Source: an optimization exercise on an open RTL-to-GDS flow (aim: small area, a short achievable clock period and few clock cycles). Production flows keep margins and buffers that such runs may drop.
At most, simulation tests tie the RTL to the original design; equivalence was not proved.
Power and IR drop assume default switching activity.

// ash_rx
module ash_rx (
    input  wire       clk,
    input  wire       rst,
    input  wire       in_valid,
    input  wire [7:0] in_byte,
    output wire       in_ready,
    output wire       out_valid,
    input  wire       out_ready,
    output wire [4:0] out_tag,
    output wire [7:0] out_data,
    output wire       out_last
);
For scale: roughly 2100 cells after synthesis, roughly 28 I/O pins.
clock: 8.0 ns
lec_check: 0
cap_margin: 20
core_margin: 2
core_utilization: 40
setup_slack_margin: 5
slew_margin: 20
standard.sh (not shown) runs the stock make flow with config.mk's settings and CLKGATE_MAP_FILE= SYNTH_SCRIPT=/design/flow/synth_recipe.tcl, a recipe that flattens the netlist after the stock synthesis.
==> flow/flow/run.sh <==
#!/bin/bash
# The standard layout (standard.sh: the standard synthesis and the ORFS
# steps to finish), with one change: clock tree synthesis is run without
# dummy loads. Everything the steps print goes to standard.log here; ORFS
# keeps each step's own log under orfs/logs/.
set -euo pipefail
export CTS_ARGS="-sink_clustering_enable -repair_clock_nets -dont_use_dummy_load"
bash standard.sh > standard.log 2>&1
==> next run, changes <==
--- a/flow/design.v
+++ b/flow/design.v
@@ -26,18 +26,14 @@
                      C_XON = 4'd9, C_XOFF = 4'd10, C_OVERFLOW = 4'd11,
                      C_GOOD_FULL = 4'd15;
     localparam [4:0] T_BODY = 5'h07;
     function automatic is_reserved(input [7:0] b);
         is_reserved = (b == FLAG) || (b == ESC) || (b == XON) ||
                       (b == XOFF) || (b == SUB) || (b == CAN);
     endfunction
-    function automatic is_mark(input [7:0] b);
-        is_mark = (b == FLAG) || (b == XON) || (b == XOFF) ||
-                  (b == SUB) || (b == CAN);
-    endfunction
     function automatic [15:0] crc16_byte(input [15:0] c_in, input [7:0] b);
         integer k;
         reg [15:0] c;
         begin
             c = c_in ^ {b, 8'h00};
             for (k = 0; k < 8; k = k + 1)
                 c = c[15] ? ((c << 1) ^ 16'h1021) : (c << 1);
@@ -126,61 +122,54 @@
     wire        live     = go && !discard;
     wire        ev_flag  = live && b_flag && in_frame;
     wire        ev_drop  = live && (b_can || b_sub || (is_data && full) ||
                                     (b_flag && in_frame && !fg));
     wire        ev_app   = live && is_data && !full;
     wire        wr       = live && !full && (is_data || (b_flag && in_frame && fg));
     wire        push     = live && need_q;
-    wire        junk     = go && !in_frame && !is_data && slot_ok;
-    wire        wr_any   = wr || junk;
     wire [3:0]  push_code = b_flag ? ((full && fg) ? C_GOOD_FULL : fcode) :
                             b_can  ? C_CANCEL :
                             b_sub  ? C_SUB :
                             b_xo   ? (pb[1] ? C_XOFF : C_XON) :
                                      C_OVERFLOW;
     wire [NWT-1:0] wtap = {{(NWT-1){1'b0}}, 1'b1} << wpos[6:WSB];
     wire        space   = !av || out_ready;
     wire        q_empty = q_wp == q_rp;
     wire        rhit    = rpos[RSB-1:0] == 0;
     wire [7:0]  rpre    = ring[{rpos[6:RSB], {(RSB-1){1'b0}}, 1'b1}];
     wire        rstep   = rbusy && space && rhit;
-    wire        r_lead  = (uj == 2'd0) && !resc;
-    wire        r_lastu = is_mark(rpre) || (rfull && rwalk == 7'd127);
-    wire        r_end   = (rb_mark && !r_lead) || (rfull && rwalk == 7'd127);
+    wire        r_lastu = (rpre == FLAG) || (rfull && rwalk == 7'd127);
+    wire        r_end   = rb_mark || (rfull && rwalk == 7'd127);
     wire        r_escb  = !resc && rb_esc;
     wire [7:0]  r_u     = resc ? (rb ^ 8'h20) : rb;
     wire        r_emit  = rstep && !rb_mark && !r_escb && uj[1];
-    wire        r_used  = ofull || (wpos != rpos);       
-    wire        r_iskip = !rbusy && rhit && rb_mark && r_used;
-    wire        r_adv   = rstep || r_iskip;
+    wire        r_adv   = rstep;
     wire        pop_idle  = !rbusy && hv && space;
     wire        pop_chain = rstep && r_end && hv && h_good;
     wire        pop = pop_idle || pop_chain;
     wire        e_diag  = pop_idle && !h_good;
     wire        ev      = r_emit || e_diag;
     wire [4:0]  etag    = e_diag ? ({1'b0, h_code} + 5'd7) :
                           hdr    ? hdr_tag(d2) : T_BODY;
     wire [7:0]  edata   = e_diag ? 8'h00 :
                           hdr    ? d2 : (d2 ^ (scr ? lfsr : 8'h00));
     wire        elast   = e_diag || r_lastu;
     wire        h_load  = !hv || pop;
     wire        occ127  = rpos == wpos + 7'd1;
     wire [6:0]  wpos_dr = wpos - cnt[6:0] - 7'd1;
-    wire        r_empty = !ofull && (wpos == rpos) && !in_frame;
-    wire        frz     = r_empty && !wr_any && al;
-    wire [6:0]  wpos_n  = ev_drop ? wpos_dr : (wr_any || frz) ? wpos : (wpos - 7'd1);
+    wire [6:0]  wpos_n  = ev_drop ? wpos_dr : wr ? wpos : (wpos - 7'd1);
     wire        al_n    = ev_drop ? (wpos_dr[WSB-1:0] == 0) :
-                          (wr_any || frz) ? al : (wpos[WSB-1:0] == 1);
+                          wr      ? al : (wpos[WSB-1:0] == 1);
     wire        ofull_n = ev_drop ? (cnt == 8'd0 && ofull && !r_adv) :
-                          wr_any  ? (r_adv ? ofull : occ127) :
+                          wr      ? (r_adv ? ofull : occ127) :
                                     (ofull && !r_adv);
     integer i;
     always @(posedge clk) begin
         for (i = 0; i < N; i = i + 1) begin
-            if ((i % WS) == WS - 1 && wr_any && wtap[((i + 1) % N) / WS])
+            if ((i % WS) == WS - 1 && wr && wtap[((i + 1) % N) / WS])
                 ring[i] <= pb;
             else
                 ring[i] <= ring[(i + 1) % N];
         end
         if (push && !(h_load && q_empty))
             q_ent[q_wp[DB-1:0]] <= push_code;
         if (h_load) begin
@@ -198,15 +187,15 @@
             b_esc   <= nb == ESC;
             is_data <= !((nb == FLAG) || (nb == CAN) || (nb == SUB) ||
                          (nb == XON) || (nb == XOFF));
         end
         if (!sv)
             sb <= in_byte;
         rb      <= rpre;
-        rb_mark <= is_mark(rpre);
+        rb_mark <= rpre == FLAG;
         rb_esc  <= rpre == ESC;
     end
     always @(posedge clk) begin
         if (rst) begin
             pv       <= 1'b0;
             sv       <= 1'b0;
             discard  <= 1'b0;
@@ -306,15 +295,15 @@
             if (r_emit) begin
                 if (hdr) begin
                     hdr <= 1'b0;
                     scr <= !d2[7];
                 end else
                     lfsr <= lfsr_step(lfsr);
             end
-            if (!r_adv && !frz)
+            if (!r_adv)
                 rpos <= rpos - 7'd1;
             if (pop) begin
                 rbusy <= h_good;
                 rfull <= h_code == C_GOOD_FULL;
                 rwalk <= 7'd0;
                 resc  <= 1'b0;
                 uj    <= 2'd0;
What happened:
- cell count stays flat
- combinational power stays flat
- global-route usage went up by 0.42 points
- sequential share of layout area falls by 0.47 points
- worst hold slack is better by 7.0 ps
Testbench counts after the change, summed over its fixed seeds: cycles 10,095.
For the first run of this note, only the layout was checked, not whether the RTL still works.


## P
Another version of the RTL of ash_rx (not shown whole).
For scale: roughly 2500 cells after synthesis, roughly 28 I/O pins.
Settings: LEC_CHECK=0, ABC_AREA=1, CAP_MARGIN=20, CORE_MARGIN=2, CORE_UTILIZATION=40, SLEW_MARGIN=20; clock period 8.0 ns.
==> flow/flow/run.sh <==
#!/bin/bash
# The standard layout (standard.sh: the standard synthesis and the ORFS
# steps to finish), with two changes: clock tree synthesis is run without
# dummy loads, and timing repair aims at a setup slack margin of 5.45 ns.
# Everything the steps print goes to standard.log here; ORFS keeps each
# step's own log under orfs/logs/.
set -euo pipefail
export CTS_ARGS="-sink_clustering_enable -repair_clock_nets -dont_use_dummy_load -sink_clustering_size 30 -sink_clustering_max_diameter 70"
export SETUP_SLACK_MARGIN=5.45
bash standard.sh > standard.log 2>&1
Testbench counts of P, summed over its fixed seeds: cycles 9,847.
The inputs of Q differ from those of P as listed below.
-- flow/design.v --
<<< P, line 14
    localparam integer RS   = 16;          
    localparam integer RSB  = 4;           
    localparam integer WS   = 16;          
    localparam integer WSB  = 4;           
    localparam integer NWT  = N / WS;
    localparam integer D    = 8;           
>>> Q, line 14
    localparam integer RS   = 16;          
    localparam integer RSB  = 4;           
    localparam integer WS   = 32;          
    localparam integer WSB  = 5;           
    localparam integer NWT  = N / WS;
    localparam integer D    = 8;           
<<< P, line 179
    wire [DB:0] q_wp_n  = q_in  ? q_wp + 1'b1 : q_wp;
    wire [DB:0] q_rp_n  = q_out ? q_rp + 1'b1 : q_rp;
    wire        q_room_n = (q_wp_n[DB-1:0] != q_rp_n[DB-1:0]) || (q_wp_n[DB] == q_rp_n[DB]);
    wire        occ127  = rpos == wpos + 7'd1;
    wire [6:0]  wpos_dr = wpos - cnt[6:0] - 7'd1;
>>> Q, line 179
    wire [DB:0] q_wp_n  = q_in  ? q_wp + 1'b1 : q_wp;
    wire [DB:0] q_rp_n  = q_out ? q_rp + 1'b1 : q_rp;
    wire [DB:0] q_wp_p1 = q_wp + 1'b1;
    wire        q_almost = (q_wp_p1[DB-1:0] == q_rp[DB-1:0]) && (q_wp_p1[DB] != q_rp[DB]);
    wire        q_room_n = (q_in && !q_out) ? !q_almost :
                           (q_out && !q_in) ? 1'b1 : q_room;
    wire        occ127  = rpos == wpos + 7'd1;
    wire [6:0]  wpos_dr = wpos - cnt[6:0] - 7'd1;
## What came out
In Q the share of power burned in combinational logic turned out 1.3 points lower than in P. The final worst-path cycle share in Q was higher than what P gave. There was hardly any difference in sequential cell area in the final layout between Q and P. Compared with P, Q shows a lower setup slack. The static leakage power in Q was higher than what P gave. Changes observed in Q relative to P: multiplexer fraction of the synthesized cell area did not really move, power went down. Comparing P and Q, first-pass GRT wire length is higher on P. Comparing cell area for P and Q, the bigger number came from P. Between Q and P, the met3 usage figures differ only marginally. In the tables for P and Q, via count of the first global-routing pass reads higher with Q. Comparing P and Q, the lower fraction of area in multi-input gates was measured on Q. Diff P -> Q | timing-limited maximum frequency | down slightly.
Testbench counts of Q, summed over its fixed seeds: cycles 9,879.


Another version of the RTL of ash_rx (not shown whole).
For scale: ~1200 flip-flops, ~31000 um^2 of cells after synthesis.
==> flow/config.mk <==
export PLATFORM = sky130hd
export DESIGN_NAME = ash_rx
export DESIGN_NICKNAME = ash_rx
export VERILOG_FILES = /design/flow/design.v
export SDC_FILE = /design/flow/constraint.sdc
export NUM_CORES = 4
export LEC_CHECK = 0
export CAP_MARGIN = 20
export CORE_MARGIN = 2
export CORE_UTILIZATION = 40
export SLEW_MARGIN = 20
==> flow/constraint.sdc <==
create_clock -name core_clock -period 8.0 [get_ports {clk}]
set_input_delay 1.6000 -clock core_clock [delete_from_list [all_inputs] [get_ports {clk}]]
set_output_delay 1.6000 -clock core_clock [all_outputs]
set_load 0.01 [all_outputs]
Scripts as last shown in full above: flow/flow/run.sh
Edit:
--- a/flow/design.v
+++ b/flow/design.v
@@ -8,18 +8,18 @@
     input  wire       out_ready,
     output wire [4:0] out_tag,
     output wire [7:0] out_data,
     output wire       out_last
 );
     localparam integer N    = 128;         
     localparam integer RS   = 16;          
     localparam integer RSB  = 4;           
-    localparam integer WS   = 16;          
-    localparam integer WSB  = 4;           
+    localparam integer WS   = 32;          
+    localparam integer WSB  = 5;           
     localparam integer NWT  = N / WS;
     localparam integer D    = 8;           
     localparam integer DB   = 3;           
     localparam [7:0] FLAG = 8'h7E, ESC = 8'h7D, XON = 8'h11, XOFF = 8'h13,
                      SUB  = 8'h18, CAN = 8'h1A;
     localparam [3:0] C_GOOD = 4'd0, C_BAD_ESCAPE = 4'd1, C_SHORT = 4'd2,
                      C_CRC = 4'd3, C_UNKNOWN = 4'd4, C_BAD_LENGTH = 4'd5,
                      C_BAD_VERSION = 4'd6, C_CANCEL = 4'd7, C_SUB = 4'd8,
Result:
- The new run ran to the end with no violations
- sequential cell count does not change
- worst hold slack gets worse by 0.0057 ns
- area after synthesis went down by 0.55%
- worst setup slack got worse by 0.017 ns
- count of clock-buffer cells in the layout goes down by 1
- design area is about the same
- routed wire length is lower by 2.7%
- cell count goes down by 2.2%
- clock power barely changes
- fmax falls by 0.61%
- global-route usage drops by 0.29 points
- die area drops by 0.54%
- non-clock buffer count increases by 10
Testbench counts after the change, summed over its fixed seeds: cycles 9,879.
No functional check of the RTL was part of the first run of this note.


The RTL this note starts from:
==> flow/design.v <==
module ash_rx (
    input  wire       clk,
    input  wire       rst,
    input  wire       in_valid,
    input  wire [7:0] in_byte,
    output wire       in_ready,
    output wire       out_valid,
    input  wire       out_ready,
    output wire [4:0] out_tag,
    output wire [7:0] out_data,
    output wire       out_last
);
    localparam integer N    = 128;         
    localparam integer RS   = 16;          
    localparam integer RSB  = 4;           
    localparam integer WS   = 16;          
    localparam integer WSB  = 4;           
    localparam integer NWT  = N / WS;
    localparam integer D    = 8;           
    localparam integer DB   = 3;           
    localparam [7:0] FLAG = 8'h7E, ESC = 8'h7D, XON = 8'h11, XOFF = 8'h13,
                     SUB  = 8'h18, CAN = 8'h1A;
    localparam [3:0] C_GOOD = 4'd0, C_BAD_ESCAPE = 4'd1, C_SHORT = 4'd2,
                     C_CRC = 4'd3, C_UNKNOWN = 4'd4, C_BAD_LENGTH = 4'd5,
                     C_BAD_VERSION = 4'd6, C_CANCEL = 4'd7, C_SUB = 4'd8,
                     C_XON = 4'd9, C_XOFF = 4'd10, C_OVERFLOW = 4'd11,
                     C_GOOD_FULL = 4'd15;
    localparam [4:0] T_BODY = 5'h07;
    function automatic is_reserved(input [7:0] b);
        is_reserved = (b == FLAG) || (b == ESC) || (b == XON) ||
                      (b == XOFF) || (b == SUB) || (b == CAN);
    endfunction
    function automatic [15:0] crc16_byte(input [15:0] c_in, input [7:0] b);
        integer k;
        reg [15:0] c;
        begin
            c = c_in ^ {b, 8'h00};
            for (k = 0; k < 8; k = k + 1)
                c = c[15] ? ((c << 1) ^ 16'h1021) : (c << 1);
            crc16_byte = c;
        end
    endfunction
    function automatic [7:0] lfsr_step(input [7:0] r);
        lfsr_step = (r >> 1) ^ (r[0] ? 8'hB8 : 8'h00);
    endfunction
    function automatic [4:0] hdr_tag(input [7:0] c);
        if (!c[7])                 hdr_tag = 5'h01;
        else if (c[6:5] == 2'b00)  hdr_tag = 5'h02;
        else if (c[6:5] == 2'b01)  hdr_tag = 5'h03;
        else if (c[1:0] == 2'b00)  hdr_tag = 5'h04;
        else if (c[1:0] == 2'b01)  hdr_tag = 5'h05;
        else                       hdr_tag = 5'h06;
    endfunction
    reg [7:0] ring [0:N-1];
    reg        pv, sv;
    reg [7:0]  pb, sb;
    reg        discard;
    reg        in_frame;        
    reg [7:0]  cnt;             
    reg [6:0]  wpos;            
    reg [7:0]  occ;             
    reg        esc_pend, esc_err;
    reg [2:0]  ulen;            
    reg [15:0] crc;
    reg        crc_ok;          
    reg        k_data, k_hdr, k_rstack, k_error;    
    reg        u1ok;            
    reg [3:0]  q_ent [0:D-1];
    reg [DB:0] q_wp, q_rp;      
    reg        hv;              
    reg [3:0]  h_code;
    reg        h_good;
    reg        rbusy;           
    reg        rfull;           
    reg [6:0]  rpos;            
    reg [7:0]  rb;              
    reg        rb_mark, rb_esc;
    reg [7:0]  rwalk;           
    reg        resc;
    reg [1:0]  uj;              
    reg [7:0]  d1, d2, d3;      
    reg        hdr;             
    reg        scr;             
    reg [7:0]  lfsr;
    reg        av, bv;
    reg [4:0]  atag, btag;
    reg [7:0]  adata, bdata;
    reg        alast, blast;
    assign in_ready  = !sv;
    assign out_valid = av;
    assign out_tag   = atag;
    assign out_data  = adata;
    assign out_last  = alast;
    wire       b_flag   = pb == FLAG;
    wire       b_can    = pb == CAN;
    wire       b_sub    = pb == SUB;
    wire       b_xo     = (pb == XON) || (pb == XOFF);
    wire       b_esc    = pb == ESC;
    wire       is_data  = !(b_flag || b_can || b_sub || b_xo);
    wire       full     = cnt[7];
    wire [7:0]  unesc   = pb ^ 8'h20;
    wire        u_valid = !esc_err && (esc_pend ? is_reserved(unesc) : !b_esc);
    wire [7:0]  u_byte  = esc_pend ? unesc : pb;
    wire [15:0] crc_nx  = crc16_byte(crc, u_byte);
    wire        esc_bad = esc_err || esc_pend;
    wire        f_good  = !esc_bad && crc_ok && (ulen >= 3'd3) &&
                          (k_data || (k_hdr && ulen == 3'd3) ||
                           ((k_rstack && u1ok || k_error) && ulen == 3'd5));
    wire [3:0]  fcode   = esc_bad              ? C_BAD_ESCAPE :
                          (ulen < 3'd3)        ? C_SHORT :
                          !crc_ok              ? C_CRC :
                          k_data               ? C_GOOD :
                          k_hdr                ? ((ulen == 3'd3) ? C_GOOD : C_BAD_LENGTH) :
                          (k_rstack || k_error) ? ((ulen != 3'd5) ? C_BAD_LENGTH :
                                                   (k_rstack && !u1ok) ? C_BAD_VERSION : C_GOOD) :
                                                  C_UNKNOWN;
    wire        aligned  = wpos[WSB-1:0] == 0;
    wire        slot_ok  = aligned && !occ[7];
    wire        q_room   = (q_wp[DB-1:0] != q_rp[DB-1:0]) || (q_wp[DB] == q_rp[DB]);
    wire        need_slot = !discard && ((is_data && !full) ||
                                         (b_flag && in_frame && !full && f_good));
    wire        need_q   = !discard && ((b_flag && in_frame) || b_can || b_sub ||
                                        b_xo || (is_data && full));
    wire        go       = pv && (!need_slot || slot_ok) && (!need_q || q_room);
    wire        live     = go && !discard;
    wire        ev_flag  = live && b_flag && in_frame;
    wire        ev_drop  = live && (b_can || b_sub || (is_data && full) ||
                                    (b_flag && in_frame && !f_good));
    wire        ev_app   = live && is_data && !full;
    wire        wr       = live && need_slot;
    wire        push     = live && need_q;
    wire [3:0]  push_code = b_flag ? ((full && f_good) ? C_GOOD_FULL : fcode) :
                            b_can  ? C_CANCEL :
                            b_sub  ? C_SUB :
                            b_xo   ? (pb[1] ? C_XOFF : C_XON) :
                                     C_OVERFLOW;
    wire [NWT-1:0] wtap = {{(NWT-1){1'b0}}, 1'b1} << wpos[6:WSB];
    wire        space   = !bv;
    wire        q_empty = q_wp == q_rp;
    wire        rhit    = rpos[RSB-1:0] == 0;
    wire        r_vend  = rfull && rwalk[7];            
    wire        rstep   = rbusy && space && (r_vend || rhit);
    wire        r_end   = r_vend || rb_mark;
    wire        r_escb  = !resc && rb_esc;
    wire [7:0]  r_u     = resc ? (rb ^ 8'h20) : rb;
    wire        r_emit  = rstep && (r_end || (!r_escb && (uj == 2'd3)));
    wire        r_adv   = rstep && !r_vend;             
    wire        pop_idle  = !rbusy && hv && space;
    wire        pop_chain = rstep && r_end && hv && h_good;
    wire        pop = pop_idle || pop_chain;
    wire        e_diag  = pop_idle && !h_good;
    wire        ev      = r_emit || e_diag;
    wire [4:0]  etag    = e_diag ? ({1'b0, h_code} + 5'd7) :
                          hdr    ? hdr_tag(d3) : T_BODY;
    wire [7:0]  edata   = e_diag ? 8'h00 :
                          hdr    ? d3 : (d3 ^ (scr ? lfsr : 8'h00));
    wire        elast   = e_diag || r_end;
    wire        h_load  = !hv || pop;
    wire [7:0]  rpre    = ring[{rpos[6:RSB], {(RSB-1){1'b0}}, 1'b1}];
    wire [7:0]  occ_dr  = occ - cnt;
    wire [7:0]  occ_n   = ev_drop ? (r_adv ? occ_dr - 8'd1 : occ_dr) :
                          wr      ? (r_adv ? occ : occ + 8'd1) :
                                    (r_adv ? occ - 8'd1 : occ);
    wire [6:0]  wpos_n  = ev_drop ? (wpos - cnt[6:0] - 7'd1) :
                          wr      ? wpos : (wpos - 7'd1);
    integer i;
    always @(posedge clk) begin
        for (i = 0; i < N; i = i + 1) begin
            if ((i % WS) == WS - 1 && wr && wtap[((i + 1) % N) / WS])
                ring[i] <= pb;
            else
                ring[i] <= ring[(i + 1) % N];
        end
        if (push && !(h_load && q_empty))
            q_ent[q_wp[DB-1:0]] <= push_code;
        if (h_load) begin
            h_code <= q_empty ? push_code : q_ent[q_rp[DB-1:0]];
            h_good <= q_empty ? (push_code == C_GOOD || push_code == C_GOOD_FULL)
                              : (q_ent[q_rp[DB-1:0]] == C_GOOD ||
                                 q_ent[q_rp[DB-1:0]] == C_GOOD_FULL);
        end
        if (!pv || go)
            pb <= sv ? sb : in_byte;
        if (!sv)
            sb <= in_byte;
        rb      <= rpre;
        rb_mark <= rpre == FLAG;
        rb_esc  <= rpre == ESC;
    end
    always @(posedge clk) begin
        if (rst) begin
            pv       <= 1'b0;
            sv       <= 1'b0;
            discard  <= 1'b0;
            in_frame <= 1'b0;
            cnt      <= 8'd0;
            wpos     <= 7'd0;
            occ      <= 8'd0;
            esc_pend <= 1'b0;
            esc_err  <= 1'b0;
            ulen     <= 3'd0;
            crc      <= 16'hFFFF;
            crc_ok   <= 1'b0;
            k_data   <= 1'b0;
            k_hdr    <= 1'b0;
            k_rstack <= 1'b0;
            k_error  <= 1'b0;
            u1ok     <= 1'b0;
            q_wp     <= 0;
            q_rp     <= 0;
            hv       <= 1'b0;
            rbusy    <= 1'b0;
            rfull    <= 1'b0;
            rpos     <= 7'd0;
            rwalk    <= 8'd0;
            resc     <= 1'b0;
            uj       <= 2'd0;
            d1       <= 8'd0;
            d2       <= 8'd0;
            d3       <= 8'd0;
            hdr      <= 1'b0;
            scr      <= 1'b0;
            lfsr     <= 8'h42;
            av       <= 1'b0;
            atag     <= 5'd0;
            adata    <= 8'd0;
            alast    <= 1'b0;
            bv       <= 1'b0;
            btag     <= 5'd0;
            bdata    <= 8'd0;
            blast    <= 1'b0;
        end else begin
            if (!pv || go) begin
                pv <= sv || in_valid;
                sv <= 1'b0;
            end else if (!sv)
                sv <= in_valid;
            if (go && discard) begin
                if (b_flag) discard <= 1'b0;
            end
            if (ev_flag || ev_drop) begin
                in_frame <= 1'b0;
                cnt      <= 8'd0;
                esc_pend <= 1'b0;
                esc_err  <= 1'b0;
                ulen     <= 3'd0;
                crc      <= 16'hFFFF;
                crc_ok   <= 1'b0;
                if (ev_drop && !b_flag && !b_can) discard <= 1'b1;
            end else if (ev_app) begin
                in_frame <= 1'b1;
                cnt      <= cnt + 8'd1;
                if (!esc_err) begin
                    if (esc_pend) begin
                        esc_pend <= 1'b0;
                        if (!u_valid) esc_err <= 1'b1;
                    end else if (b_esc)
                        esc_pend <= 1'b1;
                end
                if (u_valid) begin
                    if (ulen == 3'd0) begin
                        k_data   <= !u_byte[7];
                        k_hdr    <= u_byte[7] && (!u_byte[6] || u_byte == 8'hC0);
                        k_rstack <= u_byte == 8'hC1;
                        k_error  <= u_byte == 8'hC2;
                    end
                    if (ulen == 3'd1) u1ok <= (u_byte == 8'h02);
                    if (ulen != 3'd6) ulen <= ulen + 3'd1;
                    crc    <= crc_nx;
                    crc_ok <= crc_nx == 16'h0000;
                end
            end
            wpos <= wpos_n;
            occ  <= occ_n;
            if (push && !(h_load && q_empty))
                q_wp <= q_wp + 1'b1;
            if (h_load) begin
                hv <= !q_empty || push;
                if (!q_empty)
                    q_rp <= q_rp + 1'b1;
            end
            if (!av || out_ready) begin
                av    <= bv || ev;
                atag  <= bv ? btag  : etag;
                adata <= bv ? bdata : edata;
                alast <= bv ? blast : elast;
                bv    <= 1'b0;
            end else if (ev) begin
                bv    <= 1'b1;
                btag  <= etag;
                bdata <= edata;
                blast <= elast;
            end
            if (r_emit) begin
                if (hdr) begin
                    hdr <= 1'b0;
                    scr <= !d3[7];
                end else
                    lfsr <= lfsr_step(lfsr);
            end
            if (!r_adv)
                rpos <= rpos - 7'd1;
            if (pop) begin
                rbusy <= h_good;
                rfull <= h_code == C_GOOD_FULL;
                rwalk <= 8'd0;
                resc  <= 1'b0;
                uj    <= 2'd0;
                hdr   <= 1'b1;
                lfsr  <= 8'h42;
            end else if (rstep) begin
                if (r_end)
                    rbusy <= 1'b0;
                else begin
                    rwalk <= rwalk + 8'd1;
                    if (r_escb)
                        resc <= 1'b1;
                    else begin
                        resc <= 1'b0;
                        d1   <= r_u;
                        d2   <= d1;
                        d3   <= d2;
                        if (uj != 2'd3) uj <= uj + 2'd1;
                    end
                end
            end
        end
    end
endmodule
make LEC_CHECK=0 CAP_MARGIN=20 CORE_MARGIN=2 CORE_UTILIZATION=40 SETUP_SLACK_MARGIN=5 SLEW_MARGIN=20 finish   # period 8.0 ns
run.sh (not shown) runs the stock make flow with config.mk's settings and CLKGATE_MAP_FILE= SYNTH_SCRIPT=/design/flow/synth_recipe.tcl, a recipe that flattens the netlist after the stock synthesis.
Stock flow here: none of the scripts above is used.
Rerun with:
--- a/flow/design.v
+++ b/flow/design.v
@@ -17,6 +17,6 @@
     localparam integer WSB  = 4;           
     localparam integer NWT  = N / WS;
-    localparam integer D    = 8;           
-    localparam integer DB   = 3;           
+    localparam integer D    = 16;          
+    localparam integer DB   = 4;           
     localparam [7:0] FLAG = 8'h7E, ESC = 8'h7D, XON = 8'h11, XOFF = 8'h13,
                      SUB  = 8'h18, CAN = 8'h1A;
@@ -67,8 +67,6 @@
     reg        u1ok;            
     reg [3:0]  q_ent [0:D-1];
-    reg [DB:0] q_wp, q_rp;      
-    reg        hv;              
-    reg [3:0]  h_code;
-    reg        h_good;
+    reg [DB:0] q_cnt;
+    reg [DB-1:0] q_wp, q_rp;
     reg        rbusy;           
     reg        rfull;           
@@ -117,5 +115,5 @@
     wire        aligned  = wpos[WSB-1:0] == 0;
     wire        slot_ok  = aligned && !occ[7];
-    wire        q_room   = (q_wp[DB-1:0] != q_rp[DB-1:0]) || (q_wp[DB] == q_rp[DB]);
+    wire        q_room   = q_cnt != D;
     wire        need_slot = !discard && ((is_data && !full) ||
                                          (b_flag && in_frame && !full && f_good));
@@ -137,5 +135,7 @@
     wire [NWT-1:0] wtap = {{(NWT-1){1'b0}}, 1'b1} << wpos[6:WSB];
     wire        space   = !bv;
-    wire        q_empty = q_wp == q_rp;
+    wire        qne     = q_cnt != 0;
+    wire [3:0]  h_code  = q_ent[q_rp];
+    wire        h_good  = (h_code == C_GOOD) || (h_code == C_GOOD_FULL);
     wire        rhit    = rpos[RSB-1:0] == 0;
     wire        r_vend  = rfull && rwalk[7];            
@@ -146,6 +146,6 @@
     wire        r_emit  = rstep && (r_end || (!r_escb && (uj == 2'd3)));
     wire        r_adv   = rstep && !r_vend;             
-    wire        pop_idle  = !rbusy && hv && space;
-    wire        pop_chain = rstep && r_end && hv && h_good;
+    wire        pop_idle  = !rbusy && qne && space;
+    wire        pop_chain = rstep && r_end && qne && h_good;
     wire        pop = pop_idle || pop_chain;
     wire        e_diag  = pop_idle && !h_good;
@@ -156,5 +156,4 @@
                           hdr    ? d3 : (d3 ^ (scr ? lfsr : 8'h00));
     wire        elast   = e_diag || r_end;
-    wire        h_load  = !hv || pop;
     wire [7:0]  rpre    = ring[{rpos[6:RSB], {(RSB-1){1'b0}}, 1'b1}];
     wire [7:0]  occ_dr  = occ - cnt;
@@ -172,12 +171,6 @@
                 ring[i] <= ring[(i + 1) % N];
         end
-        if (push && !(h_load && q_empty))
-            q_ent[q_wp[DB-1:0]] <= push_code;
-        if (h_load) begin
-            h_code <= q_empty ? push_code : q_ent[q_rp[DB-1:0]];
-            h_good <= q_empty ? (push_code == C_GOOD || push_code == C_GOOD_FULL)
-                              : (q_ent[q_rp[DB-1:0]] == C_GOOD ||
-                                 q_ent[q_rp[DB-1:0]] == C_GOOD_FULL);
-        end
+        if (push)
+            q_ent[q_wp] <= push_code;
         if (!pv || go)
             pb <= sv ? sb : in_byte;
@@ -207,7 +200,7 @@
             k_error  <= 1'b0;
             u1ok     <= 1'b0;
+            q_cnt    <= 0;
             q_wp     <= 0;
             q_rp     <= 0;
-            hv       <= 1'b0;
             rbusy    <= 1'b0;
             rfull    <= 1'b0;
@@ -273,11 +266,12 @@
             wpos <= wpos_n;
             occ  <= occ_n;
-            if (push && !(h_load && q_empty))
+            if (push)
                 q_wp <= q_wp + 1'b1;
-            if (h_load) begin
-                hv <= !q_empty || push;
-                if (!q_empty)
-                    q_rp <= q_rp + 1'b1;
-            end
+            if (pop)
+                q_rp <= q_rp + 1'b1;
+            if (push && !pop)
+                q_cnt <= q_cnt + 1'b1;
+            else if (pop && !push)
+                q_cnt <= q_cnt - 1'b1;
             if (!av || out_ready) begin
                 av    <= bv || ev;
Area after synthesis grows by about 5%.
Total power climbs by 12%.
Design area increases by 5.0%.
Sequential share of layout area went down by 0.83 points.
Die area is higher by 4.7%.
Fmax falls by about 18%.
Register-to-register slack gets worse by 0.74 ns.
Sequential cell count climbs by 32.
Function was not checked in any run of this note: the RTL went through the layout flow alone.

-- afterwards: timing with drivers on the ports --
The results above use ideal ports. As a check the final layouts listed here were re-extracted and re-timed, cells and wires unchanged. Step 1 assumes that a clkbuf_16 drives the clock port and a buf_2 every other input. Step 2 times the ports against the registers' clock, not the clock port: input delays grow and output delays shrink by t, the midpoint of the rising clock arrivals with the driver on. Slacks: ideal / step 1 / step 2; pairs: ideal / step 1.
run | shift t [ns] | setup slack, ns | worst slew at a driven data input, ns | cell pins on the clock port's net
the first run of note 1 | 0.673 | 5.108 / 5.051 / 4.483 | 0.04 | 1
the second run of note 1 | 0.684 | 5.074 / 5.033 / 4.426 | 0.04 | 1
P | 0.666 | 5.353 / 5.291 / 4.860 | 0.04 | 1
Q | 0.662 | 5.322 / 5.260 / 4.882 | 0.05 | 1
the first run of note 3 | 0.653 | 5.307 / 5.282 / 4.716 | 0.09 | 1
the second run of note 3 | 0.665 | 5.291 / 5.231 / 4.779 | 0.09 | 1
the first run of note 4 | 0.720 | 4.632 / 4.632 / 4.566 | 0.05 | 1
the second run of note 4 | 0.734 | 3.891 / 3.891 / 3.891 | 0.04 | 1
After both steps setup and hold are still met in every run listed. The setup slack of the second run of note 1, which loses most, moves by -0.041 ns with the drivers and by -0.648 ns with both steps.
